What follows belongs to an exercise in optimizing a design on an open flow for small area; a production flow would make more cautious choices. Only simulation tests tie the RTL to the original design; equivalence was not proved. Power figures rest on the tool's default switching activity, not on a simulated workload.

## design/flow/config.mk

```make
export PLATFORM = sky130hd
export DESIGN_NAME = ninepin_core
export DESIGN_NICKNAME = ninepin_core
export VERILOG_FILES = /design/flow/design.v
export SDC_FILE = /design/flow/constraint.sdc
export NUM_CORES = 4
export LEC_CHECK = 0
export CAP_MARGIN = 20
export CORE_MARGIN = 2
export CORE_UTILIZATION = 40
export SLEW_MARGIN = 20
```

## design/flow/constraint.sdc

```tcl
create_clock -name core_clock -period 10.0 [get_ports {clk}]
set_input_delay 2.0000 -clock core_clock [delete_from_list [all_inputs] [get_ports {clk}]]
set_output_delay 2.0000 -clock core_clock [all_outputs]
set_load 0.01 [all_outputs]
```

## design/flow/design.v

```verilog
module ninepin_core (
    input  wire        clk,
    input  wire        rst,
    input  wire        step,
    input  wire        trig,
    input  wire        iec_clk,
    input  wire        iec_data,
    input  wire        iec_atn,
    input  wire [31:0] now_us,
    input  wire        rd_req,
    input  wire [31:0] rd_count,
    output wire        data_pull,
    output wire        busy,
    output reg         ev_valid,
    output wire [21:0] ev,
    output wire        rd_busy,
    output wire        rd_valid,
    output wire [15:0] rd_frame,
    output wire        rd_done
);
    localparam EOI_PULSE_US = 80;
    localparam ST_IDLE0       = 4'b0000;    
    localparam ST_IDLE1       = 4'b0100;    
    localparam ST_IDLE_FRAME  = 4'b0101;    
    localparam ST_IDLE_STO    = 4'b0010;
    localparam ST_IDLE_BTO0   = 4'b0011;
    localparam ST_IDLE_BTO1   = 4'b0111;
    localparam ST_WAIT_START  = 4'b1000;
    localparam ST_BIT_READY   = 4'b1001;
    localparam ST_BIT_SAMPLE  = 4'b1010;
    localparam ST_BIT_RELEASE = 4'b1011;
    genvar i;
    reg [3:0]  st;
    reg [2:0]  idx;
    reg [7:0]  acc;         
    reg        eoi;
    reg [31:0] t_anchor;
    wire in_eoi = st[3] & st[2];
    assign busy      = st[3];
    assign data_pull = in_eoi | (~st[3] & st[2] & ~st[1]);
    wire [13:0] k_pulse    = {st[1:0], eoi, idx, acc};
    wire        abort_flag = (k_pulse[13:8] == 6'd0);
    wire [14:0] bw;                     
    wire [13:0] el;
    assign bw[0] = 1'b0;
    generate for (i = 0; i < 14; i = i + 1) begin : g_el
        assign el[i]   = now_us[i] ^ t_anchor[i] ^ bw[i];
        assign bw[i+1] = (~now_us[i] & t_anchor[i]) |
                         (~(now_us[i] ^ t_anchor[i]) & bw[i]);
    end endgenerate
    wire [18:0] hc;
    wire [17:0] hd;
    assign hc[0] = bw[14];
    generate for (i = 0; i < 18; i = i + 1) begin : g_eh
        assign hd[i]   = now_us[14+i] ^ t_anchor[14+i] ^ hc[i];
        assign hc[i+1] = hc[i] & t_anchor[14+i];
    end endgenerate
    wire el_big = |hd;
    localparam [13:0] C_TO = 14'd10001, C_EOI = 14'd200;
    wire [14:0] b_to, b_eoi, b_k;
    assign b_to[0] = 1'b0; assign b_eoi[0] = 1'b0; assign b_k[0] = 1'b0;
    generate for (i = 0; i < 14; i = i + 1) begin : g_cmp
        if (C_TO[i])  assign b_to[i+1]  = ~el[i] | b_to[i];
        else          assign b_to[i+1]  = ~el[i] & b_to[i];
        if (C_EOI[i]) assign b_eoi[i+1] = ~el[i] | b_eoi[i];
        else          assign b_eoi[i+1] = ~el[i] & b_eoi[i];
        assign b_k[i+1] = (~el[i] & k_pulse[i]) | (~(el[i] ^ k_pulse[i]) & b_k[i]);
    end endgenerate
    wire timed_out = el_big | ~b_to[14];
    wire ge_eoi    = el_big | ~b_eoi[14];
    wire ge_pulse  = el_big | ~b_k[14];
    localparam [13:0] C_PL = EOI_PULSE_US;
    wire [13:0] el_a = el & {14{~timed_out}};
    wire [14:0] pc;
    wire [13:0] kl;
    assign pc[0] = 1'b0;
    generate for (i = 0; i < 14; i = i + 1) begin : g_pl
        if (C_PL[i]) begin
            assign kl[i]    = ~(el_a[i] ^ pc[i]);
            assign pc[i+1]  = el_a[i] | pc[i];
        end else begin
            assign kl[i]    = el_a[i] ^ pc[i];
            assign pc[i+1]  = el_a[i] & pc[i];
        end
    end endgenerate
    wire [9:0]  new_frame = {~iec_atn, eoi, acc};
    reg  [9:0]  wbuf;       
    reg  [5:0]  head;
    always @(posedge clk) begin
        if (rst) begin
            st       <= ST_IDLE0;
            ev_valid <= 1'b0;
            head     <= 6'd0;
        end else begin
            ev_valid <= step;
            if (step) begin
                if (in_eoi) begin
                    if (ge_pulse) begin
                        eoi <= 1'b1;
                        st  <= abort_flag ? ST_IDLE_STO : ST_WAIT_START;
                    end
                end else begin
                    case (st)
                        ST_WAIT_START: begin
                            if (!iec_clk) begin
                                idx      <= 3'd0;
                                t_anchor <= now_us;
                                st       <= ST_BIT_READY;
                            end else if (!eoi && ge_eoi) begin
                                if (timed_out)
                                    t_anchor <= now_us;
                                {st[1:0], eoi, idx, acc} <= kl;
                                st[3:2] <= 2'b11;
                            end else if (timed_out) begin
                                st <= ST_IDLE_STO;
                            end
                        end
                        ST_BIT_READY: begin
                            if (iec_clk)
                                st <= ST_BIT_SAMPLE;
                            else if (timed_out)
                                st <= ST_IDLE_BTO0;
                        end
                        ST_BIT_SAMPLE: begin
                            acc      <= {iec_data, acc[7:1]};
                            t_anchor <= now_us;
                            st       <= ST_BIT_RELEASE;
                        end
                        ST_BIT_RELEASE: begin
                            if (!iec_clk || timed_out) begin
                                if (idx != 3'd7 && !iec_clk) begin
                                    idx      <= idx + 3'd1;
                                    t_anchor <= now_us;
                                    st       <= ST_BIT_READY;
                                end else if (idx != 3'd7) begin
                                    st <= ST_IDLE_BTO1;
                                end else begin
                                    head <= head + 6'd1;
                                    wbuf <= new_frame;
                                    st   <= ST_IDLE_FRAME;
                                end
                            end
                        end
                        default: begin
                            if (!st[3] && trig) begin
                                t_anchor <= now_us;
                                eoi      <= 1'b0;
                                idx      <= 3'd0;
                                st       <= ST_WAIT_START;
                            end else begin
                                st <= {1'b0, data_pull & ~st[3], 2'b00};
                            end
                        end
                    endcase
                end
            end
        end
    end
    wire ev_frame = ~st[3] & ~st[1] & st[0];
    wire ev_bto   = ~st[3] & st[1] & st[0];
    assign ev = {6'd0, wbuf & {10{ev_frame}}, ev_bto & st[2],
                 idx & {3{ev_bto}}, st[1:0] & {2{~st[3]}}};
    reg [3:0]   rot;
    always @(posedge clk) begin
        if (rst) rot <= 4'd0;
        else     rot <= rot + 4'd1;
    end
    wire        wr_here = (head[3:0] == rot);
    wire [1:0]  wring   = head[5:4] - {1'b0, head[3:0] == 4'd0};
    reg [159:0] ring0, ring1, ring2, ring3;
    always @(posedge clk) begin
        ring0 <= {ring0[9:0], (wr_here && wring == 2'd0) ? wbuf : ring0[159:150], ring0[149:10]};
        ring1 <= {ring1[9:0], (wr_here && wring == 2'd1) ? wbuf : ring1[159:150], ring1[149:10]};
        ring2 <= {ring2[9:0], (wr_here && wring == 2'd2) ? wbuf : ring2[159:150], ring2[149:10]};
        ring3 <= {ring3[9:0], (wr_here && wring == 2'd3) ? wbuf : ring3[159:150], ring3[149:10]};
    end
    reg       rd_active;
    reg [5:0] rd_ptr;       
    reg [5:0] tail;
    wire [5:0] available = head - tail;
    wire       req_big   = |rd_count[31:7];
    wire       take_all  = req_big || !(rd_count[6:1] < available);
    wire [5:0] rd_next   = rd_ptr + 6'd1;
    always @(posedge clk) begin
        if (rst) begin
            rd_active <= 1'b0;
            tail      <= 6'd0;
        end else if (!rd_active) begin
            if (rd_req) begin
                rd_active <= 1'b1;
                rd_ptr    <= tail;
                tail      <= take_all ? head : tail + rd_count[6:1];
            end
        end else begin
            if (rd_ptr == tail)
                rd_active <= 1'b0;
            else
                rd_ptr <= rd_next;
        end
    end
    wire [3:0] rpos = rd_ptr[3:0] - rot;
    wire [15:0] pos_oh = 16'd1 << rpos;
    reg  [9:0] r0, r1, r2, r3;
    integer q;
    always @(*) begin
        r0 = 10'd0; r1 = 10'd0; r2 = 10'd0; r3 = 10'd0;
        for (q = 0; q < 16; q = q + 1) begin
            r0 = r0 | (ring0[q*10 +: 10] & {10{pos_oh[q]}});
            r1 = r1 | (ring1[q*10 +: 10] & {10{pos_oh[q]}});
            r2 = r2 | (ring2[q*10 +: 10] & {10{pos_oh[q]}});
            r3 = r3 | (ring3[q*10 +: 10] & {10{pos_oh[q]}});
        end
    end
    wire [9:0] rword = rd_ptr[5] ? (rd_ptr[4] ? r3 : r2) : (rd_ptr[4] ? r1 : r0);
    assign rd_busy  = rd_active;
    assign rd_valid = rd_active && (rd_ptr != tail);
    assign rd_done  = rd_active && (rd_ptr == tail);
    wire rd_newest = (rd_next == head);
    assign rd_frame = {6'd0, rd_newest ? wbuf : rword};
endmodule
```

## design/flow/flow/run.sh

```bash
#!/bin/bash
# Own layout flow: the standard ORFS flow (standard.sh) with
#  - the standard synthesis script, but an area-oriented ABC mapping script,
#  - port buffers of the smallest buffer cell (every port is still buffered),
#  - clock tree synthesis with small clock buffers and no dummy loads.
# Each tool's full output is in orfs/logs/ (ORFS's per-step logs) and in
# flow_make.log here.
set -euo pipefail
W=$(pwd)
export FLOW_WORK=$W
export MY_ABC_SCRIPT=$W/flow/abc.script
export BUFFER_PORTS_ARGS="-buffer_cell sky130_fd_sc_hd__buf_1"
export CTS_ARGS="-sink_clustering_enable -repair_clock_nets -dont_use_dummy_load -buf_list sky130_fd_sc_hd__clkbuf_8 -sink_clustering_size 18 -sink_clustering_max_diameter 45"
sed "s|SYNTH_SCRIPT=[^ ]*synth_recipe.tcl|SYNTH_SCRIPT=$W/flow/my_synth.tcl|" standard.sh > my_standard.sh
grep -q "SYNTH_SCRIPT=$W/flow/my_synth.tcl" my_standard.sh
bash my_standard.sh finish > flow_make.log 2>&1
test -s out/final.def
```

## design/flow/flow/abc.script

```
strash
&get -n
&fraig -x
&put
scorr
dc2
dretime
strash
&get -n
&dch -f
&nf
&put
```

## design/flow/flow/my_synth.tcl

```tcl
# The standard flow's synthesis script (synth_recipe.tcl, unchanged), with the ABC
# technology-mapping script replaced by an area-oriented one.  ABC maps only
# the combinational logic: the registers are mapped by dfflibmap before it,
# so they are exactly those of the standard synthesis.
proc abc {args} {
  set i [lsearch $args -script]
  if {$i >= 0} {
    set args [lreplace $args [expr {$i + 1}] [expr {$i + 1}] $::env(MY_ABC_SCRIPT)]
  }
  yosys abc {*}$args
}
source $::env(FLOW_WORK)/synth_recipe.tcl
```

## design/flow/standard.sh

```bash
#!/bin/bash
# synth_recipe.tcl (not shown) runs the flow's synth.tcl, then flattens the netlist and writes it again
# the make line also repeats each setting of config.mk as NAME=value (left out here)
make -C /OpenROAD-flow-scripts/flow DESIGN_CONFIG=/design/flow/config.mk WORK_HOME=/design/flow/orfs CLKGATE_MAP_FILE= SYNTH_SCRIPT=/design/flow/synth_recipe.tcl "${@:-finish}"
```

==> run_results.csv, run 1 <==
group,metric,value,unit
outcome,status,"finished with violations",
outcome,so.violations,"setup timing",
pwr,ir_worst_vdd,0.0000905,V
detailed_routing,drt_iter0_markers,1571,
cells_and_area,final_area,0.0253,mm^2
cells_and_area,layout_commonest_cell,"dfxtp_1",
detailed_routing,antenna_left,0,
place,placed_cell_area,0.0243,mm^2
setup_path,cp-end-kind,"register",
pwr,p_per_area,199,mW/mm^2
timing,whs,286,ps
setup_path,critPathSlowestCell,"or4_1",
cells_and_area,area.growth.synth_to_final,14.0,%
floorplan,core,0.0550,mm^2
global_routing,track_usage,20.5,%
floorplan,die_h,239,um
synthesis,synth_area_leaders,"dfxtp_1 (60%), edfxtp_1 (8.1%), a222oi_1 (6.2%)",
place,place_congestion,0.888,
detailed_routing,wl_per_cell,21.9,um
cells_and_area,ff_latch_area,0.0151,mm^2
timing,slew-limit-headroom,29.5,%
synthesis,synth_top_family_by_area,"compound AO/OA/AOI/OAI gates",
pwr,p_sw_share,25.4,%
setup_path,cp_slowest_stage_delay,490,ps
global_routing,grt_overflow,0,
floorplan,initial_core_util,40.3,%
setup_path,crit_fanout,4,
clocking,clkTransAtPathRegs,100,ps
synthesis,syn_area,0.0222,mm^2
clocking,cts_tree,"done",
detailed_routing,dr_wl_met2,27200,um
cells_and_area,finish.utilization,46.0,%
timing,finalWorstSetupSlack,-569,ps
synthesis,syn_avg_cell_area,13.0,um^2
synthesis,synth_compound_area_share,14.6,%
cells_and_area,final_cell_mix,"dfxtp_1 (662), a222oi_1 (138), buf_1 (101)",
clocking,hold_buffers,0,
setup_path,worstPathRequired,10530,ps
timing,rsz0062_at_grt,"true",
pwr,p_sw,1270,uW
setup_path,crit_arrival,11100,ps
timing,worstMarginPinSlew,1060,ps
cells_and_area,drive_above_1_share,10.2,%
global_routing,first_global_vias,15400,
synthesis,synth_top_area_share,59.8,%
synthesis,ys.warnings.count,1,
detailed_routing,route.layer.met1.wl,26000,um
synthesis,synth_seq_cells,722,
detailed_routing,wirelength,58900,um
detailed_routing,drtPass1Iterations,6,
synthesis,synth_fa_ha_area_share,4.15,%
detailed_routing,top_layer_used,"met4",
synthesis,synth-xor-area-share,1.82,%
floorplan,die_w,239,um
synthesis,ys_types,53,
detailed_routing,num_vias,15200,
timing,timing_hold_violations_final,0,
detailed_routing,route.detailed.drc,0,
synthesis,yosys.area_share.simple,7.98,%
timing,slew_viol_final,0,
timing,setup_viol,2,
synthesis,synth_edf_count,60,
pwr,p_leak,0.00937,uW
synthesis,synth_mux_area_share,2.12,%
pwr,clockPowerShare,29.6,%
place,placedCellCount,2615,
floorplan,die_area,0.0573,mm^2
clocking,clockBufferDepth,3,
synthesis,yosys.area.top_type,"dfxtp_1",
timing,max_freq,0.0946,GHz
detailed_routing,vias_per_cell,5.64,
clocking,clk-insertion-delay-late,700,ps
place,io_buffers,102,
clocking,clock_sinks,722,
pwr,p_comb_share,9.2,%
detailed_routing,met3_wirelength,4210,um
setup_path,path_class,"in2reg",
synthesis,synthArstFlopShare,0,%
cells_and_area,multiInputGateArea,0.00723,mm^2
synthesis,seq_area_frac_synth,67.9,%
synthesis,synth_ff_type,"dfxtp_1",
pwr,power.share.sequential,61.1,%
cells_and_area,nets,2078,
timing,fin_skew,113,ps
pwr,p_int,3750,uW
clocking,cts_made_buffers,67,
global_routing,antenna_found_initial,0,
clocking,clockRootBuffer,"clkbuf_8",
cells_and_area,nFillCells,4969,
synthesis,synth_cells,1710,
timing,min_period,10570,ps
worst_hold_path,hold_path_class,"reg2reg",
floorplan,ios,116,
timing,period_share,106,%
global_routing,grt_pass1_wl,90100,um
clocking,h-tree-depth,3,
job,maxCapViolCount,0,
setup_path,start_kind,"input port",
pwr,power,5030,uW
place,hpwl,34500,um
setup_path,cp_common_cell,"fa_2",
global_routing,grt_max_degree,44,
cells_and_area,layout.cells.non_filler,2689,
floorplan,rows,86,
## power by group through the flow
| stage | Sequential, uW | Combinational, uW | Clock (uW) |
|---|---|---|---|
| global placement | 3140 | 454 | 0 |
| CTS | 3070 | 460 | 1530 |
| floorplan | 3120 | 241 | 0 |
| global route | 3090 | 496 | 1640 |
| detailed placement | 3140 | 457 | 0 |
| finish | 3070 | 463 | 1490 |
## stage by stage
step / setup WS (ps) / setup TNS [ps]
final: -569 / -688
after global routing: -814 / -1320
after CTS: -474 / -542
after detailed placement: -1400 / -16630
after global placement: -1240 / -9620
after floorplan: -787 / -5040
## area by class of cell
type / count / share of cell area (%)
Clock buffer: 67 / 3.65
Inverter: 62 / 1.02
Multi-Input combinational cell: 925 / 28.6
Tap cell: 748 / 3.70
Sequential cell: 722 / 59.6
Antenna cell: 1 / 0.00990
Timing Repair Buffer: 164 / 3.45
## critical path: cells and delay by family
family | cells | cell delay [ps]
AOI/OAI and AO/OA | 6 | 510
adders and majority gates | 22 | 5890
and+or+nand+nor | 11 | 2420
buffers and inverters | 5 | 270
## state kept, by name (all words and copies together) (netlist names)
signal and count:
ring3 160, st 4, rot 4, head 6
ring1 160, t_anchor 32, rd_active 1, acc 8
wbuf 10, tail 6, ev_valid 1, ring0 160
rd_ptr 6, eoi 1, idx 3, ring2 160
## cell usage after synthesis, types with 37 or more instances
master	number
nor2_1	80
dfxtp_1	662
a21oi_1	49
a221oi_1	37
a222oi_1	138
edfxtp_1	60
clkinv_1	62
nand4_1	41
ha_1	48
mux2_1	40
a22oi_1	51
nand2_1	97
## worst paths after layout
kind                             end  cells past startpoint                   from  slack, ps
setup / recovery  st[1]$_SDFFE_PP0P_                     44              now_us[0]       -570
hold / removal    ring0[125]$_DFF_P_                      0     ring0[135]$_DFF_P_        290
setup reg to reg  st[1]$_SDFFE_PP0P_                     42  t_anchor[0]$_DFFE_PP_        570
hold reg to reg   ring0[125]$_DFF_P_                      0     ring0[135]$_DFF_P_        290
## layer usage
layer | track usage, % | vias up
met5 | 0 | -
met4 | 6.63 | 0
met2 | 33.0 | 551
li1 | - | 6967
met1 | 27.5 | 7540
met3 | 4.44 | 110
## what timing repair did
item	CTS	global route
setup endpoints to repair	3	4
pin swaps	4	2
buffers inserted	3	3
gates resized for setup	6	6
## cells by family after synthesis
kind of cell	after synthesis
xor gates and xnor gates	46
AOI/OAI and AO/OA	402
buffers and inverters	74
other	1
and+or+nand+nor	359
adders and majority gates	64
muxes	42
DFF	722
==> inputs of run 2 (changes only) <==
--- a/design/flow/design.v
+++ b/design/flow/design.v
@@ -71,17 +71,17 @@
     wire ge_pulse  = el_big | ~b_k[14];
     localparam [13:0] C_PL = EOI_PULSE_US;
-    wire [13:0] el_a = el & {14{~timed_out}};
     wire [14:0] pc;
-    wire [13:0] kl;
+    wire [13:0] el_p;
     assign pc[0] = 1'b0;
     generate for (i = 0; i < 14; i = i + 1) begin : g_pl
         if (C_PL[i]) begin
-            assign kl[i]    = ~(el_a[i] ^ pc[i]);
-            assign pc[i+1]  = el_a[i] | pc[i];
+            assign el_p[i]  = ~(el[i] ^ pc[i]);
+            assign pc[i+1]  = el[i] | pc[i];
         end else begin
-            assign kl[i]    = el_a[i] ^ pc[i];
-            assign pc[i+1]  = el_a[i] & pc[i];
-        end
-    end endgenerate
+            assign el_p[i]  = el[i] ^ pc[i];
+            assign pc[i+1]  = el[i] & pc[i];
+        end
+    end endgenerate
+    wire [13:0] kl = timed_out ? C_PL : el_p;
     wire [9:0]  new_frame = {~iec_atn, eoi, acc};
     reg  [9:0]  wbuf;       
@@ -178,7 +178,9 @@
     reg [5:0] rd_ptr;       
     reg [5:0] tail;
-    wire [5:0] available = head - tail;
+    wire [5:0] rc        = rd_count[6:1];
     wire       req_big   = |rd_count[31:7];
-    wire       take_all  = req_big || !(rd_count[6:1] < available);
+    wire [6:0] t_rc      = {1'b0, tail} + {1'b0, rc};
+    wire       h_wrap    = head < tail;
+    wire       take_all  = req_big || !(t_rc < {h_wrap, head});
     wire [5:0] rd_next   = rd_ptr + 6'd1;
     always @(posedge clk) begin
@@ -189,16 +191,17 @@
             if (rd_req) begin
                 rd_active <= 1'b1;
-                rd_ptr    <= tail;
-                tail      <= take_all ? head : tail + rd_count[6:1];
+                tail      <= take_all ? head : t_rc[5:0];
             end
         end else begin
             if (rd_ptr == tail)
                 rd_active <= 1'b0;
-            else
-                rd_ptr <= rd_next;
-        end
-    end
+        end
+    end
+    always @(posedge clk)
+        rd_ptr <= rd_active ? rd_next : tail;
+    wire rd_newest = (rd_next == head);
     wire [3:0] rpos = rd_ptr[3:0] - rot;
     wire [15:0] pos_oh = 16'd1 << rpos;
+    wire [3:0]  ring_oh = (4'd1 << rd_ptr[5:4]) & {4{~rd_newest}};
     reg  [9:0] r0, r1, r2, r3;
     integer q;
@@ -212,9 +215,10 @@
         end
     end
-    wire [9:0] rword = rd_ptr[5] ? (rd_ptr[4] ? r3 : r2) : (rd_ptr[4] ? r1 : r0);
+    wire [9:0] rword = (r0 & {10{ring_oh[0]}}) | (r1 & {10{ring_oh[1]}}) |
+                       (r2 & {10{ring_oh[2]}}) | (r3 & {10{ring_oh[3]}}) |
+                       (wbuf & {10{rd_newest}});
     assign rd_busy  = rd_active;
     assign rd_valid = rd_active && (rd_ptr != tail);
     assign rd_done  = rd_active && (rd_ptr == tail);
-    wire rd_newest = (rd_next == head);
-    assign rd_frame = {6'd0, rd_newest ? wbuf : rword};
+    assign rd_frame = {6'd0, rword};
 endmodule
==> design/flow/flow/run.sh (replaced) <==
#!/bin/bash
# Own layout flow: the standard ORFS flow (standard.sh) with
#  - the standard synthesis script, but adders left to ABC (no full-adder
#    cell extraction) and an area-oriented ABC mapping script,
#  - port buffers of the smallest buffer cell (every port is still buffered),
#  - clock tree synthesis with clkbuf_8 buffers, small sink clusters and no
#    dummy loads.
# Each tool's full output is in orfs/logs/ (ORFS's per-step logs) and in
# flow_make.log here.
set -euo pipefail
W=$(pwd)
export FLOW_WORK=$W
export MY_ABC_SCRIPT=$W/flow/abc.script
export BUFFER_PORTS_ARGS="-buffer_cell sky130_fd_sc_hd__buf_1"
export CTS_ARGS="-sink_clustering_enable -repair_clock_nets -dont_use_dummy_load -buf_list sky130_fd_sc_hd__clkbuf_8 -sink_clustering_size 18 -sink_clustering_max_diameter 45"
sed "s|SYNTH_SCRIPT=[^ ]*synth_recipe.tcl|SYNTH_SCRIPT=$W/flow/my_synth.tcl ADDER_MAP_FILE=|" standard.sh > my_standard.sh
grep -q "SYNTH_SCRIPT=$W/flow/my_synth.tcl ADDER_MAP_FILE=" my_standard.sh
bash my_standard.sh finish > flow_make.log 2>&1
test -s out/final.def
==> run_results.csv, run 2 <==
group,metric,value,unit
synthesis,synth_area_leaders,"dfxtp_1 (62%), edfxtp_1 (7.5%), a222oi_1 (6.5%)",
place,hpwl,33000,um
clocking,clock_sinks,722,
global_routing,grt_pass1_wl,86200,um
global_routing,track_usage,19.8,%
setup_path,cp.buffers_inverters,2,
synthesis,synth_ff_type,"dfxtp_1",
timing,setup_viol,0,
detailed_routing,wirelength,56300,um
timing,timing_hold_violations_final,0,
synthesis,post-synth-top-count-cell,"dfxtp_1",
cells_and_area,drive_above_1_share,7.14,%
timing,max_freq,0.107,GHz
synthesis,synth_commonest_cells,"dfxtp_1 (668), a222oi_1 (141), nand2_1 (80)",
clocking,clockBufferDepth,3,
timing,period_share,93.4,%
cells_and_area,layout.cells.non_filler,2560,
timing,min_period,9340,ps
synthesis,synth_seq_cells,722,
clocking,cts_tree,"done",
timing,rsz0062_at_grt,"false",
setup_path,cp_common_cell,"maj3_1",
clocking,cts_made_buffers,61,
worst_hold_path,hold_end,"ring1[15]$_DFF_P_",
clocking,clk-insertion-delay-late,700,ps
setup_path,critPathSlowestCell,"nor2_1",
synthesis,synthArstFlopShare,0,%
floorplan,die_h,236,um
pwr,power,4950,uW
pwr,clockPowerShare,28.5,%
setup_path,cp-end-kind,"register",
global_routing,first_global_vias,14900,
worst_hold_path,hold_depth,0,
detailed_routing,vias_per_cell,5.75,
floorplan,initial_core_util,40.3,%
setup_path,cp_slowest_stage_delay,580,ps
synthesis,ys.warnings.count,1,
pwr,power.share.sequential,61.7,%
setup_path,worstPathRequired,10260,ps
cells_and_area,layout_commonest_cell,"dfxtp_1",
cells_and_area,nets,1937,
synthesis,yosys.area.top_type,"dfxtp_1",
detailed_routing,num_vias,14700,
detailed_routing,route.detailed.drc,0,
setup_path,path_class,"in2reg",
setup_path,critical-path-top-delay-family,"adder cells",
timing,slew_viol_final,0,
synthesis,syn_avg_cell_area,13.1,um^2
pwr,p_per_area,205,mW/mm^2
synthesis,syn_area,0.0216,mm^2
detailed_routing,wl_per_cell,22.0,um
setup_path,start_kind,"input port",
worst_hold_path,hold_start,"ring1[25]$_DFF_P_",
floorplan,die_w,236,um
floorplan,die_area,0.0559,mm^2
timing,fin_skew,85.3,ps
pwr,p_comb_share,9.8,%
clocking,h-tree-depth,2,
place,place_congestion,0.843,
global_routing,grt_max_degree,41,
timing,worstMarginPinSlew,971,ps
setup_path,crit_fanout,8,
detailed_routing,drt_iter0_markers,1537,
clocking,clkTransAtPathRegs,100,ps
cells_and_area,final_area,0.0242,mm^2
setup_path,r2r-end,"acc[2]$_DFFE_PP_",
floorplan,ios,116,
floorplan,rows,85,
global_routing,grt_overflow,0,
clocking,clockRootBuffer,"clkbuf_8",
place,placedCellCount,2497,
pwr,ir_worst_vdd,0.000105,V
outcome,status,"timing/DRC/antenna clean",
synthesis,ys_types,55,
global_routing,antenna_found_initial,2,
place,placed_cell_area,0.0233,mm^2
pwr,p_int,3680,uW
pwr,p_sw_share,25.6,%
floorplan,core,0.0536,mm^2
setup_path,r2r_cells,27,
cells_and_area,area.growth.synth_to_final,12.0,%
detailed_routing,drtPass1Iterations,7,
detailed_routing,antenna_left,0,
setup_path,crit_cells,28,
pwr,p_sw,1270,uW
worst_hold_path,hold_path_class,"reg2reg",
setup_path,crit_arrival,9600,ps
synthesis,seq_area_frac_synth,69.4,%
place,io_buffers,102,
setup_path,rrSetupSlack,1630,ps
job,maxCapViolCount,0,
synthesis,synth_cells,1649,
cells_and_area,final_cell_mix,"dfxtp_1 (668), a222oi_1 (141), buf_1 (102)",
timing,setup_tns,0,ps
timing,slew-limit-headroom,34.7,%
synthesis,synth_edf_count,54,
cells_and_area,nFillCells,4937,
synthesis,synth_top_area_share,61.9,%
pwr,p_leak,0.00891,uW
setup_path,rr_startpoint,"t_anchor[0]$_DFFE_PP_",
[run 2: power by group through the flow]
stage,clock [uW],sequential (uW),combinational (uW)
after detailed placement,0,3120,483
after floorplan,0,3100,260
after global routing,1560,3070,519
after global placement,0,3120,480
after CTS,1450,3050,484
final,1410,3060,485
[run 2: worst max path at each step]
stage	start	to	slack [ps]
2_1_floorplan	now_us[0]	wbuf[0]$_DFFE_PP_	60
3_3_place_gp	now_us[1]	st[0]$_SDFFE_PP0P_	-1
3_5_place_dp	now_us[0]	st[3]$_SDFFE_PP0P_	-30
4_1_cts	now_us[0]	st[3]$_SDFFE_PP0P_	630
5_1_grt	now_us[0]	st[1]$_SDFFE_PP0P_	50
6_report	now_us[0]	acc[2]$_DFFE_PP_	660
[run 2: timing repair]
item | 4_1_cts | 5_1_grt
hold buffers | 0 | 0
buffers inserted | 0 | 1
setup endpoints to repair | 0 | 1
gates resized for setup | 0 | 0
[run 2: layer usage]
layer | up-vias | routed length (um) | global-route usage [%]
met2 | 523 | 26500 | 33.1
met4 | 0 | 1070 | 5.41
li1 | 6808 | - | -
met5 | - | 0 | 0
met1 | 7309 | 25300 | 26.8
met3 | 84 | 3420 | 2.93
[run 2: final cells by class]
cell class | instances | area [um^2] | area share, %
Inverter | 36 | 135 | 0.558
Sequential cell | 722 | 15000 | 62.0
Timing Repair Buffer | 154 | 796 | 3.29
Antenna cell | 1 | 2.50 | 0.0103
Multi-Input combinational cell | 890 | 6560 | 27.1
Tap cell | 696 | 871 | 3.60
Clock buffer | 61 | 840 | 3.47
[run 2: cells by family (layout without fill, tap and decap cells)]
group	Yosys count	count (layout)	synth area share, %
buffers and inverters	48	251	1.04
other	1	13	0.0174
muxes	40	40	2.08
DFF	722	722	69.4
xor gates and xnor gates	78	78	3.16
adders and majority gates	31	31	1.44
AOI/OAI and AO/OA	419	419	15.8
and+or+nand+nor	310	310	7.09
[run 2: through the flow]
| step | setup WS (ps) | util (%) | hold slack (ps) |
|---|---|---|---|
| final | 658 | 45.1 | 298 |
| after global routing | 54.8 | 45.1 | 303 |
| after CTS | 631 | 45.1 | 303 |
| after detailed placement | -32.1 | 43.6 | 335 |
| after global placement | -1.14 | 43.5 | 332 |
| after floorplan | 57.6 | - | 330 |
==> inputs of run 3 (changes only) <==
==> design/flow/flow/abc.script (replaced) <==
strash
&get -n
&fraig -x
&put
scorr
dc2
dretime
strash
&get -n
&dch -f
&nf -p -R 1000
&put
--- a/design/flow/config.mk
+++ b/design/flow/config.mk
@@ -8,4 +8,4 @@
 export CAP_MARGIN = 20
 export CORE_MARGIN = 2
-export CORE_UTILIZATION = 40
+export CORE_UTILIZATION = 65
 export SLEW_MARGIN = 20
==> run_results.csv, run 3 <==
group,metric,value,unit
outcome,status,"timing/DRC/antenna clean",
synthesis,synth_edf_count,54,
synthesis,post-synth-top-count-cell,"dfxtp_1",
pwr,p_comb_share,9.7,%
setup_path,cp.buffers_inverters,2,
clocking,hold_buffers,0,
setup_path,crit_fanout,5,
synthesis,synth_compound_area_share,15.7,%
place,io_buffers,102,
floorplan,die_area,0.0346,mm^2
clocking,cts_tree,"done",
synthesis,yosys.area_share.simple,7.49,%
setup_path,cp-end-kind,"register",
cells_and_area,ff_latch_area,0.0150,mm^2
pwr,p_int,3620,uW
place,place_congestion,0.898,
timing,max_freq,0.110,GHz
timing,rsz0062_at_grt,"false",
timing,min_period,9060,ps
pwr,p_sw,1240,uW
timing,worstMarginPinSlew,1130,ps
worst_hold_path,hold_depth,0,
setup_path,cp_slowest_stage_delay,490,ps
synthesis,syn_avg_cell_area,12.9,um^2
setup_path,critPathSlowestCell,"nor4_1",
timing,fin_skew,63.1,ps
synthesis,synth_area_leaders,"dfxtp_1 (62%), edfxtp_1 (7.5%), a222oi_1 (6.6%)",
synthesis,synth_ff_type,"dfxtp_1",
timing,setup_tns,0,ps
floorplan,rows,66,
setup_path,rrSetupSlack,2080,ps
worst_hold_path,hold_end,"ring1[110]$_DFF_P_",
place,placed_cell_area,0.0228,mm^2
synthesis,synth_commonest_cells,"dfxtp_1 (668), a222oi_1 (142), nand2_1 (98)",
synthesis,syn_area,0.0215,mm^2
cells_and_area,area.growth.synth_to_final,9.25,%
clocking,cts.repair.resized,0,
timing,period_share,90.6,%
timing,timing_hold_violations_final,0,
pwr,p_sw_share,25.4,%
detailed_routing,num_vias,14800,
detailed_routing,antenna_left,0,
setup_path,cp_common_cell,"o21ai_0",
detailed_routing,wirelength,52800,um
clocking,h-tree-depth,2,
worst_hold_path,hold_path_class,"reg2reg",
clocking,clkTransAtPathRegs,100,ps
global_routing,first_global_vias,14400,
detailed_routing,drtPass1Iterations,6,
worst_hold_path,hold_start,"ring1[120]$_DFF_P_",
setup_path,worstPathRequired,10520,ps
floorplan,die_h,186,um
floorplan,ios,116,
synthesis,ys_types,49,
clocking,clk-insertion-delay-late,670,ps
global_routing,grt_max_degree,41,
clocking,clock_sinks,722,
pwr,power.share.sequential,62.9,%
cells_and_area,nets,1926,
cells_and_area,drive_above_1_share,5.51,%
timing,slew_viol_final,0,
synthesis,synth_top_family_by_area,"compound AO/OA/AOI/OAI gates",
synthesis,yosys.area.top_type,"dfxtp_1",
synthesis,synth_fa_ha_area_share,0.977,%
floorplan,initial_core_util,66.2,%
global_routing,grt_pass1_wl,80900,um
setup_path,crit_arrival,9580,ps
setup_path,critical-path-top-delay-family,"simple AND/OR/NAND/NOR gates",
clocking,clockRootBuffer,"clkbuf_8",
pwr,ir_worst_vdd,0.000130,V
detailed_routing,wl_per_cell,23.0,um
setup_path,rr_startpoint,"t_anchor[1]$_DFFE_PP_",
cells_and_area,final_area,0.0235,mm^2
synthesis,synth-xor-area-share,2.93,%
cells_and_area,diodes,0,
setup_path,r2r-end,"head[5]$_SDFFE_PP0P_",
place,hpwl,30200,um
setup_path,r2r_cells,45,
cells_and_area,multiInputGateArea,0.00648,mm^2
job,maxCapViolCount,0,
pwr,p_per_area,207,mW/mm^2
pwr,p_leak,0.00872,uW
detailed_routing,drt_iter0_markers,1803,
cells_and_area,final_cell_mix,"dfxtp_1 (668), a222oi_1 (142), buf_1 (102)",
detailed_routing,route.detailed.drc,0,
pwr,clockPowerShare,27.4,%
global_routing,grt_overflow,0,
global_routing,antenna_found_initial,1,
detailed_routing,vias_per_cell,6.43,
floorplan,core,0.0325,mm^2
timing,slew-limit-headroom,24.6,%
global_routing,track_usage,30.9,%
timing,setup_viol,0,
cells_and_area,layout_commonest_cell,"dfxtp_1",
clocking,clockBufferDepth,3,
synthesis,seq_area_frac_synth,69.7,%
synthesis,ys.warnings.count,1,
synthesis,synth_cells,1669,
synthesis,synth_seq_cells,722,
synthesis,synth_mux_area_share,2.09,%
setup_path,path_class,"in2reg",
clocking,post_cts_buffers,0,
synthesis,synth_top_area_share,62.1,%
clocking,cts_made_buffers,55,
cells_and_area,nFillCells,2322,
synthesis,synthArstFlopShare,0,%
setup_path,start_kind,"input port",
floorplan,die_w,186,um
## run 3: cells by family (layout without fill, tap and decap cells)
logic type      after synthesis  after routing
flops                       722            722
compound gates              427            427
simple gates                335            335
xor+xnor                     72             72
buf+inv                      51            223
mux                          40             40
fa+ha+maj                    21             21
other cells                   1             12
## run 3: layer usage
| metal | wire length [um] | GRT usage, % | share of wire [%] | up-vias |
|---|---|---|---|---|
| li1 | - | - | - | 6750 |
| met1 | 22100 | 41.8 | 42 | 7223 |
| met2 | 24700 | 50.1 | 47 | 683 |
| met3 | 4590 | 5.79 | 8.7 | 95 |
| met4 | 1370 | 10.6 | 2.6 | 0 |
| met5 | 0 | 0 | 0 | - |
## run 3: per-stage QoR
stage          total power, uW  cells  setup WS, ps  hold WS [ps]  util [%]
6_report                  4860   2294           940           308      72.3
5_1_grt                   5030   2294           115           308      72.3
4_1_cts                   4880   2294           984           320      72.3
3_5_place_dp              3580   2239           347           335      69.9
3_3_place_gp              3580   2239           573           332      69.9
2_1_floorplan             3360   1680           632           330         -
## run 3: layout make-up
class                      instances  area share [%]
timing repair buffer             129            2.49
multi-input combinational        907            27.6
clock buffer                      55            3.22
tap                              442            2.35
inverter                          39           0.623
sequential                       722            63.8
## run 3: power groups by stage
stage	Clock, uW	Sequential [uW]	Combinational (uW)
6_report	1330	3060	470
5_1_grt	1460	3070	502
4_1_cts	1360	3060	464
3_5_place_dp	0	3120	461
3_3_place_gp	0	3120	458
2_1_floorplan	0	3100	259
## run 3: worst max path at each step
stage                   start                    end  slack [ps]  depth (start not counted)
global route        now_us[0]   head[5]$_SDFFE_PP0P_         120                         46
finish              now_us[0]   head[5]$_SDFFE_PP0P_         940                         46
global placement    now_us[0]   head[5]$_SDFFE_PP0P_         570                         46
detailed placement  now_us[0]   head[5]$_SDFFE_PP0P_         350                         46
CTS                 now_us[0]   head[5]$_SDFFE_PP0P_         980                         46
floorplan           now_us[1]  t_anchor[0]$_DFFE_PP_         630                         39
==> inputs of run 4 (changes only) <==
--- a/design/flow/flow/run.sh
+++ b/design/flow/flow/run.sh
@@ -13,5 +13,5 @@
 export MY_ABC_SCRIPT=$W/flow/abc.script
 export BUFFER_PORTS_ARGS="-buffer_cell sky130_fd_sc_hd__buf_1"
-export CTS_ARGS="-sink_clustering_enable -repair_clock_nets -dont_use_dummy_load -buf_list sky130_fd_sc_hd__clkbuf_8 -sink_clustering_size 18 -sink_clustering_max_diameter 45"
+export CTS_ARGS="-sink_clustering_enable -repair_clock_nets -dont_use_dummy_load -buf_list sky130_fd_sc_hd__clkbuf_8 -sink_clustering_size 18 -sink_clustering_max_diameter 55"
 sed "s|SYNTH_SCRIPT=[^ ]*synth_recipe.tcl|SYNTH_SCRIPT=$W/flow/my_synth.tcl ADDER_MAP_FILE=|" standard.sh > my_standard.sh
 grep -q "SYNTH_SCRIPT=$W/flow/my_synth.tcl ADDER_MAP_FILE=" my_standard.sh
--- a/design/flow/config.mk
+++ b/design/flow/config.mk
@@ -8,4 +8,4 @@
 export CAP_MARGIN = 20
 export CORE_MARGIN = 2
-export CORE_UTILIZATION = 65
+export CORE_UTILIZATION = 70
 export SLEW_MARGIN = 20
==> run_results.csv, run 4 <==
group,metric,value,unit
outcome,status,"timing/DRC/antenna clean",
setup_path,cp_common_cell,"o21ai_0",
setup_path,path_class,"in2reg",
timing,slew-limit-headroom,21.4,%
worst_hold_path,hold_path_class,"reg2reg",
cells_and_area,nFillCells,2000,
cells_and_area,finish.utilization,76.8,%
global_routing,antenna_found_initial,0,
detailed_routing,vias_per_cell,6.61,
setup_path,crit_fanout,5,
worst_hold_path,hold_end,"ring0[105]$_DFF_P_",
timing,max_freq,0.113,GHz
setup_path,rr_startpoint,"t_anchor[1]$_DFFE_PP_",
global_routing,grt_overflow,0,
synthesis,synth_ff_type,"dfxtp_1",
clocking,cts_tree,"done",
cells_and_area,area.growth.synth_to_final,8.57,%
timing,fin_skew,71.0,ps
pwr,p_per_area,205,mW/mm^2
cells_and_area,layout.cells.non_filler,2241,
clocking,hold_buffers,0,
detailed_routing,drt_iter0_markers,1990,
timing,timing_hold_violations_final,0,
floorplan,die_area,0.0322,mm^2
global_routing,grt_max_degree,41,
setup_path,worstPathRequired,10490,ps
timing,worstMarginPinSlew,1180,ps
worst_hold_path,hold_start,"ring0[115]$_DFF_P_",
detailed_routing,wirelength,52100,um
synthesis,syn_area,0.0215,mm^2
clocking,clockRootBuffer,"clkbuf_8",
synthesis,synth_area_leaders,"dfxtp_1 (62%), edfxtp_1 (7.5%), a222oi_1 (6.6%)",
synthesis,synth_seq_cells,722,
cells_and_area,diodes,0,
synthesis,synth_edf_count,54,
place,placedCellCount,2193,
synthesis,synth_top_area_share,62.1,%
timing,rsz0062_at_grt,"false",
synthesis,ys.warnings.count,1,
place,place_ws,368,ps
synthesis,synthArstFlopShare,0,%
synthesis,yosys.area.top_type,"dfxtp_1",
place,io_buffers,102,
synthesis,synth_cells,1669,
setup_path,cp-end-kind,"register",
job,maxCapViolCount,0,
timing,finalWorstSetupSlack,1120,ps
clocking,clockBufferDepth,3,
worst_hold_path,hold_depth,0,
place,place_congestion,0.892,
pwr,ir_worst_vdd,0.000116,V
cells_and_area,nets,1919,
floorplan,initial_core_util,70.7,%
global_routing,grt_pass1_wl,79100,um
cells_and_area,final_cell_mix,"dfxtp_1 (668), a222oi_1 (142), buf_1 (102)",
floorplan,die_h,179,um
floorplan,core,0.0304,mm^2
setup_path,start_kind,"input port",
synthesis,synth_commonest_cells,"dfxtp_1 (668), a222oi_1 (142), nand2_1 (98)",
timing,min_period,8880,ps
cells_and_area,layout_commonest_cell,"dfxtp_1",
global_routing,first_global_vias,14300,
clocking,clock_sinks,722,
setup_path,critPathSlowestCell,"maj3_1",
synthesis,ys_types,49,
floorplan,ios,116,
cells_and_area,drive_above_1_share,5.20,%
synthesis,seq_area_frac_synth,69.7,%
clocking,clkTransAtPathRegs,100,ps
place,hpwl,30400,um
detailed_routing,route.detailed.drc,0,
clocking,cts.repair.resized,0,
setup_path,rrSetupSlack,2230,ps
synthesis,syn_avg_cell_area,12.9,um^2
global_routing,track_usage,32.1,%
clocking,cts_made_buffers,48,
pwr,p_leak,0.00867,uW
timing,setup_viol,0,
clocking,post_cts_buffers,0,
floorplan,die_w,179,um
clocking,clk-insertion-delay-late,630,ps
setup_path,cp_slowest_stage_delay,410,ps
timing,period_share,88.8,%
detailed_routing,wl_per_cell,23.2,um
floorplan,rows,64,
setup_path,r2r-end,"head[5]$_SDFFE_PP0P_",
detailed_routing,drtPass1Iterations,8,
detailed_routing,antenna_left,0,
timing,slew_viol_final,0,
pwr,power,4780,uW
setup_path,r2r_cells,45,
clocking,h-tree-depth,2,
setup_path,crit_arrival,9370,ps
synthesis,post-synth-top-count-cell,"dfxtp_1",
timing,setup_tns,0,ps
detailed_routing,num_vias,14800,
-- run 4: cell counts after synthesis --
Identical to the previous run, type by type.
-- run 4: routing by layer --
layer | routed length [um] | up-vias | track usage [%]
met5 | 0 | - | 0
met4 | 1550 | 0 | 12.0
met3 | 5210 | 118 | 5.49
met2 | 23900 | 811 | 51.5
met1 | 21400 | 7156 | 44.2
li1 | - | 6738 | -
-- run 4: critical path, delay by kind of cell --
family | cells | cell delay (ps)
adder cells (fa/ha/maj) | 4 | 1630
AO/OA/AOI/OAI | 20 | 2240
AND/OR/NAND/NOR | 20 | 3180
buffers and inverters | 2 | 310
-- run 4: area by class of cell --
| type | count | area [um^2] | share of cell area, % |
|---|---|---|---|
| clock buffer | 48 | 661 | 2.83 |
| tap | 396 | 495 | 2.12 |
| timing repair buffer | 129 | 586 | 2.51 |
| inverter | 39 | 146 | 0.626 |
| sequential | 722 | 15000 | 64.2 |
| multi-input combinational | 907 | 6480 | 27.8 |
-- run 4: how the worst max path moves through the flow --
stage / slack [ps] / to / depth (start not counted) / startpoint
2_1_floorplan: 630 / t_anchor[0]$_DFFE_PP_ / 39 / now_us[1]
5_1_grt: 120 / st[1]$_SDFFE_PP0P_ / 48 / now_us[0]
3_3_place_gp: 560 / head[5]$_SDFFE_PP0P_ / 46 / now_us[0]
6_report: 1120 / head[5]$_SDFFE_PP0P_ / 46 / now_us[0]
4_1_cts: 980 / head[5]$_SDFFE_PP0P_ / 46 / now_us[0]
3_5_place_dp: 370 / head[5]$_SDFFE_PP0P_ / 46 / now_us[0]
-- run 4: cell families after synthesis --
logic type	synth area share, %
compound gates	15.7
simple gates	7.49
flops	69.7
xor+xnor	2.93
mux	2.09
fa+ha+maj	0.977
other cells	0.0174
buf+inv	1.10
-- run 4: report_power, final --
group / switching, uW / internal, uW / leakage, uW
logic: 336 / 133 / 0.00239
registers: 58.5 / 3000 / 0.00594
clock network: 824 / 432 / 0.000345
total: 1220 / 3570 / 0.00867
-- run 4: per-stage QoR --
| stage | hold slack (ps) | instance area, um^2 |
|---|---|---|
| 2_1_floorplan | 330 | 21600 |
| 3_3_place_gp | 331 | 22700 |
| 3_5_place_dp | 335 | 22700 |
| 4_1_cts | 302 | 23400 |
| 5_1_grt | 291 | 23400 |
| 6_report | 298 | 23400 |
==> inputs of run 5 (changes only) <==
--- a/design/flow/flow/run.sh
+++ b/design/flow/flow/run.sh
@@ -13,5 +13,5 @@
 export MY_ABC_SCRIPT=$W/flow/abc.script
 export BUFFER_PORTS_ARGS="-buffer_cell sky130_fd_sc_hd__buf_1"
-export CTS_ARGS="-sink_clustering_enable -repair_clock_nets -dont_use_dummy_load -buf_list sky130_fd_sc_hd__clkbuf_8 -sink_clustering_size 18 -sink_clustering_max_diameter 55"
+export CTS_ARGS="-sink_clustering_enable -repair_clock_nets -dont_use_dummy_load -buf_list sky130_fd_sc_hd__clkbuf_8 -sink_clustering_size 19 -sink_clustering_max_diameter 55 -root_buf sky130_fd_sc_hd__clkbuf_4"
 sed "s|SYNTH_SCRIPT=[^ ]*synth_recipe.tcl|SYNTH_SCRIPT=$W/flow/my_synth.tcl ADDER_MAP_FILE=|" standard.sh > my_standard.sh
 grep -q "SYNTH_SCRIPT=$W/flow/my_synth.tcl ADDER_MAP_FILE=" my_standard.sh
--- a/design/flow/config.mk
+++ b/design/flow/config.mk
@@ -8,4 +8,4 @@
 export CAP_MARGIN = 20
 export CORE_MARGIN = 2
-export CORE_UTILIZATION = 70
+export CORE_UTILIZATION = 72
 export SLEW_MARGIN = 20
==> run_results.csv, run 5 <==
group,metric,value,unit
cells_and_area,final_area,0.0233,mm^2
setup_path,cp-end-kind,"register",
cells_and_area,layout_commonest_cell,"dfxtp_1",
synthesis,ys_types,49,
worst_hold_path,hold_start,"ring2[95]$_DFF_P_",
setup_path,rrSetupSlack,1970,ps
detailed_routing,vias_per_cell,6.68,
global_routing,grt_pass1_wl,80900,um
synthesis,synth_seq_cells,722,
detailed_routing,route.detailed.drc,0,
timing,worstMarginPinSlew,1190,ps
floorplan,core,0.0296,mm^2
detailed_routing,num_vias,14900,
clocking,h-tree-depth,2,
pwr,p_leak,0.00866,uW
pwr,p_per_area,203,mW/mm^2
clocking,clockBufferDepth,3,
synthesis,synth_edf_count,54,
global_routing,track_usage,33.3,%
cells_and_area,final_cell_mix,"dfxtp_1 (668), a222oi_1 (142), buf_1 (102)",
synthesis,syn_area,0.0215,mm^2
synthesis,ys.warnings.count,1,
clocking,post_cts_buffers,0,
setup_path,crit_fanout,5,
cells_and_area,ff_latch_area,0.0150,mm^2
setup_path,startpoint,"now_us[0]",
global_routing,antenna_found_initial,2,
global_routing,first_global_vias,14800,
clocking,cts_tree,"done",
synthesis,synthArstFlopShare,0,%
floorplan,die_w,177,um
detailed_routing,wl_per_cell,23.4,um
setup_path,worstPathRequired,10550,ps
floorplan,rows,63,
detailed_routing,wirelength,52400,um
timing,fin_skew,143,ps
floorplan,die_area,0.0313,mm^2
worst_hold_path,hold_path_class,"reg2reg",
timing,whs,241,ps
place,io_buffers,102,
synthesis,synth_top_area_share,62.1,%
setup_path,rr_startpoint,"t_anchor[1]$_DFFE_PP_",
job,maxCapViolCount,0,
synthesis,seq_area_frac_synth,69.7,%
setup_path,crit_arrival,9540,ps
timing,setup_viol,0,
setup_path,path_class,"in2reg",
floorplan,die_h,177,um
floorplan,ios,116,
timing,timing_hold_violations_final,0,
detailed_routing,drtPass1Iterations,9,
detailed_routing,antenna_left,0,
clocking,clkTransAtPathRegs,110,ps
place,hpwl,30800,um
clocking,clock_sinks,722,
cells_and_area,layout.cells.non_filler,2237,
timing,max_freq,0.111,GHz
place,placed_cell_area,0.0227,mm^2
setup_path,cp_slowest_stage_delay,420,ps
cells_and_area,drive_above_1_share,5.20,%
synthesis,yosys.area.top_type,"dfxtp_1",
setup_path,critPathSlowestCell,"maj3_1",
clocking,hold_buffers,0,
cells_and_area,nets,1919,
cells_and_area,area.growth.synth_to_final,8.38,%
synthesis,syn_avg_cell_area,12.9,um^2
global_routing,grt_max_degree,41,
global_routing,grt_overflow,0,
floorplan,initial_core_util,72.8,%
synthesis,synth_ff_type,"dfxtp_1",
cells_and_area,multiInputGateArea,0.00648,mm^2
setup_path,cp_common_cell,"o21ai_0",
clocking,cts.repair.resized,0,
synthesis,synth_cells,1669,
clocking,clk-insertion-delay-late,790,ps
pwr,ir_worst_vdd,0.000112,V
setup_path,start_kind,"input port",
place,place_congestion,0.934,
clocking,cts_made_buffers,47,
timing,slew-limit-headroom,20.7,%
timing,rsz0062_at_grt,"false",
outcome,status,"timing/DRC/antenna clean",
cells_and_area,nFillCells,1823,
detailed_routing,drt_iter0_markers,1964,
timing,setup_tns,0,ps
timing,period_share,89.9,%
synthesis,synth_area_leaders,"dfxtp_1 (62%), edfxtp_1 (7.5%), a222oi_1 (6.6%)",
timing,min_period,8990,ps
synthesis,post-synth-top-count-cell,"dfxtp_1",
clocking,clockRootBuffer,"clkbuf_4",
place,placedCellCount,2188,
synthesis,synth_commonest_cells,"dfxtp_1 (668), a222oi_1 (142), nand2_1 (98)",
timing,slew_viol_final,0,
[run 5: changes by cell type in the layout (fill, tap and decap cells not counted)]
cell,before,now
clkbuf_4,0,5
buf_4,27,28
clkbuf_8,48,42
diode_2,0,2
[run 5: cell families (layout without fill, tap and decap cells)]
group | after synthesis | after routing | synth area share, %
buffers and inverters | 51 | 216 | 1.10
other | 1 | 14 | 0.0174
flip-flops | 722 | 722 | 69.7
multiplexers | 40 | 40 | 2.09
AO/OA/AOI/OAI | 427 | 427 | 15.7
AND/OR/NAND/NOR | 335 | 335 | 7.49
XOR/XNOR | 72 | 72 | 2.93
adder cells (fa/ha/maj) | 21 | 21 | 0.977
[run 5: layout make-up]
cell class | instances | share of cell area [%]
Antenna cell | 2 | 0.0215
Clock buffer | 47 | 2.64
Multi-Input combinational cell | 907 | 27.8
Tap cell | 390 | 2.09
Timing Repair Buffer | 130 | 2.54
Inverter | 39 | 0.628
Sequential cell | 722 | 64.3
[run 5: stage by stage]
step	util [%]	setup WS, ps	power [uW]
after CTS	78.9	949	4740
after global routing	78.9	176	4890
after global placement	76.8	576	3570
after floorplan	-	632	3360
after detailed placement	76.8	279	3580
final	78.9	1010	4740
[run 5: report_power, final]
part	internal, uW	switching, uW	total, uW
combinational	134	338	472
sequential	3000	59.6	3060
clock	395	814	1210
[run 5: worst paths after layout]
path	cells after the start	endpoint
min reg2reg	0	ring2[85]$_DFF_P_
max reg2reg	45	head[5]$_SDFFE_PP0P_
max	46	head[5]$_SDFFE_PP0P_
min	0	ring2[85]$_DFF_P_
[run 5: routing by layer]
metal,global-route usage (%),part of all wire (%)
met1,46.3,41
met2,52.8,46
met3,6.31,10
met4,11.3,3.1
met5,0,0.034
[run 5: worst max-delay path, delay by kind of cell]
family,cells,cell delay (ps)
buffers and inverters,2,290
AND/OR/NAND/NOR,20,3270
AO/OA/AOI/OAI,20,2310
adder cells (fa/ha/maj),4,1650

-- separate check: timing with driven ports --
No port has a modelled driver above. Below, the same layouts with a new extraction and two added sets of constraints. Step 1 sets driving cells, clkbuf_16 on the clock port and buf_2 on the other inputs (assumed; they add their load-dependent delay and slew). Step 2 adds t to the input delays and takes it off the output delays; t is the mean of the earliest and latest rising clock arrival at the registers after step 1. Input paths then give back, and output paths get back, about the clock's delay inside the block. a / b / c = ideal / step 1 / step 2; a / b = the first two.
run | t, ns | setup slack, ns | worst setup path after step 2 | slew at the worst register clock pin (ns)
run 1 | 0.701 | -0.569 / -0.555 / -1.256 | input to register | 0.11 / 0.11
run 2 | 0.705 | 0.658 / 0.670 / -0.035 | input to register | 0.11 / 0.11
run 3 | 0.684 | 0.940 / 0.968 / 0.284 | input to register | 0.11 / 0.11
run 4 | 0.635 | 1.121 / 1.143 / 0.508 | input to register | 0.11 / 0.11
run 5 | 0.760 | 1.008 / 1.032 / 0.271 | input to register | 0.11 / 0.11
With both steps, setup timing fails in run 2, where it was met with ideal ports. For run 5, which loses most, drivers alone change the setup slack by +0.024 ns; drivers and shift together by -0.737 ns.
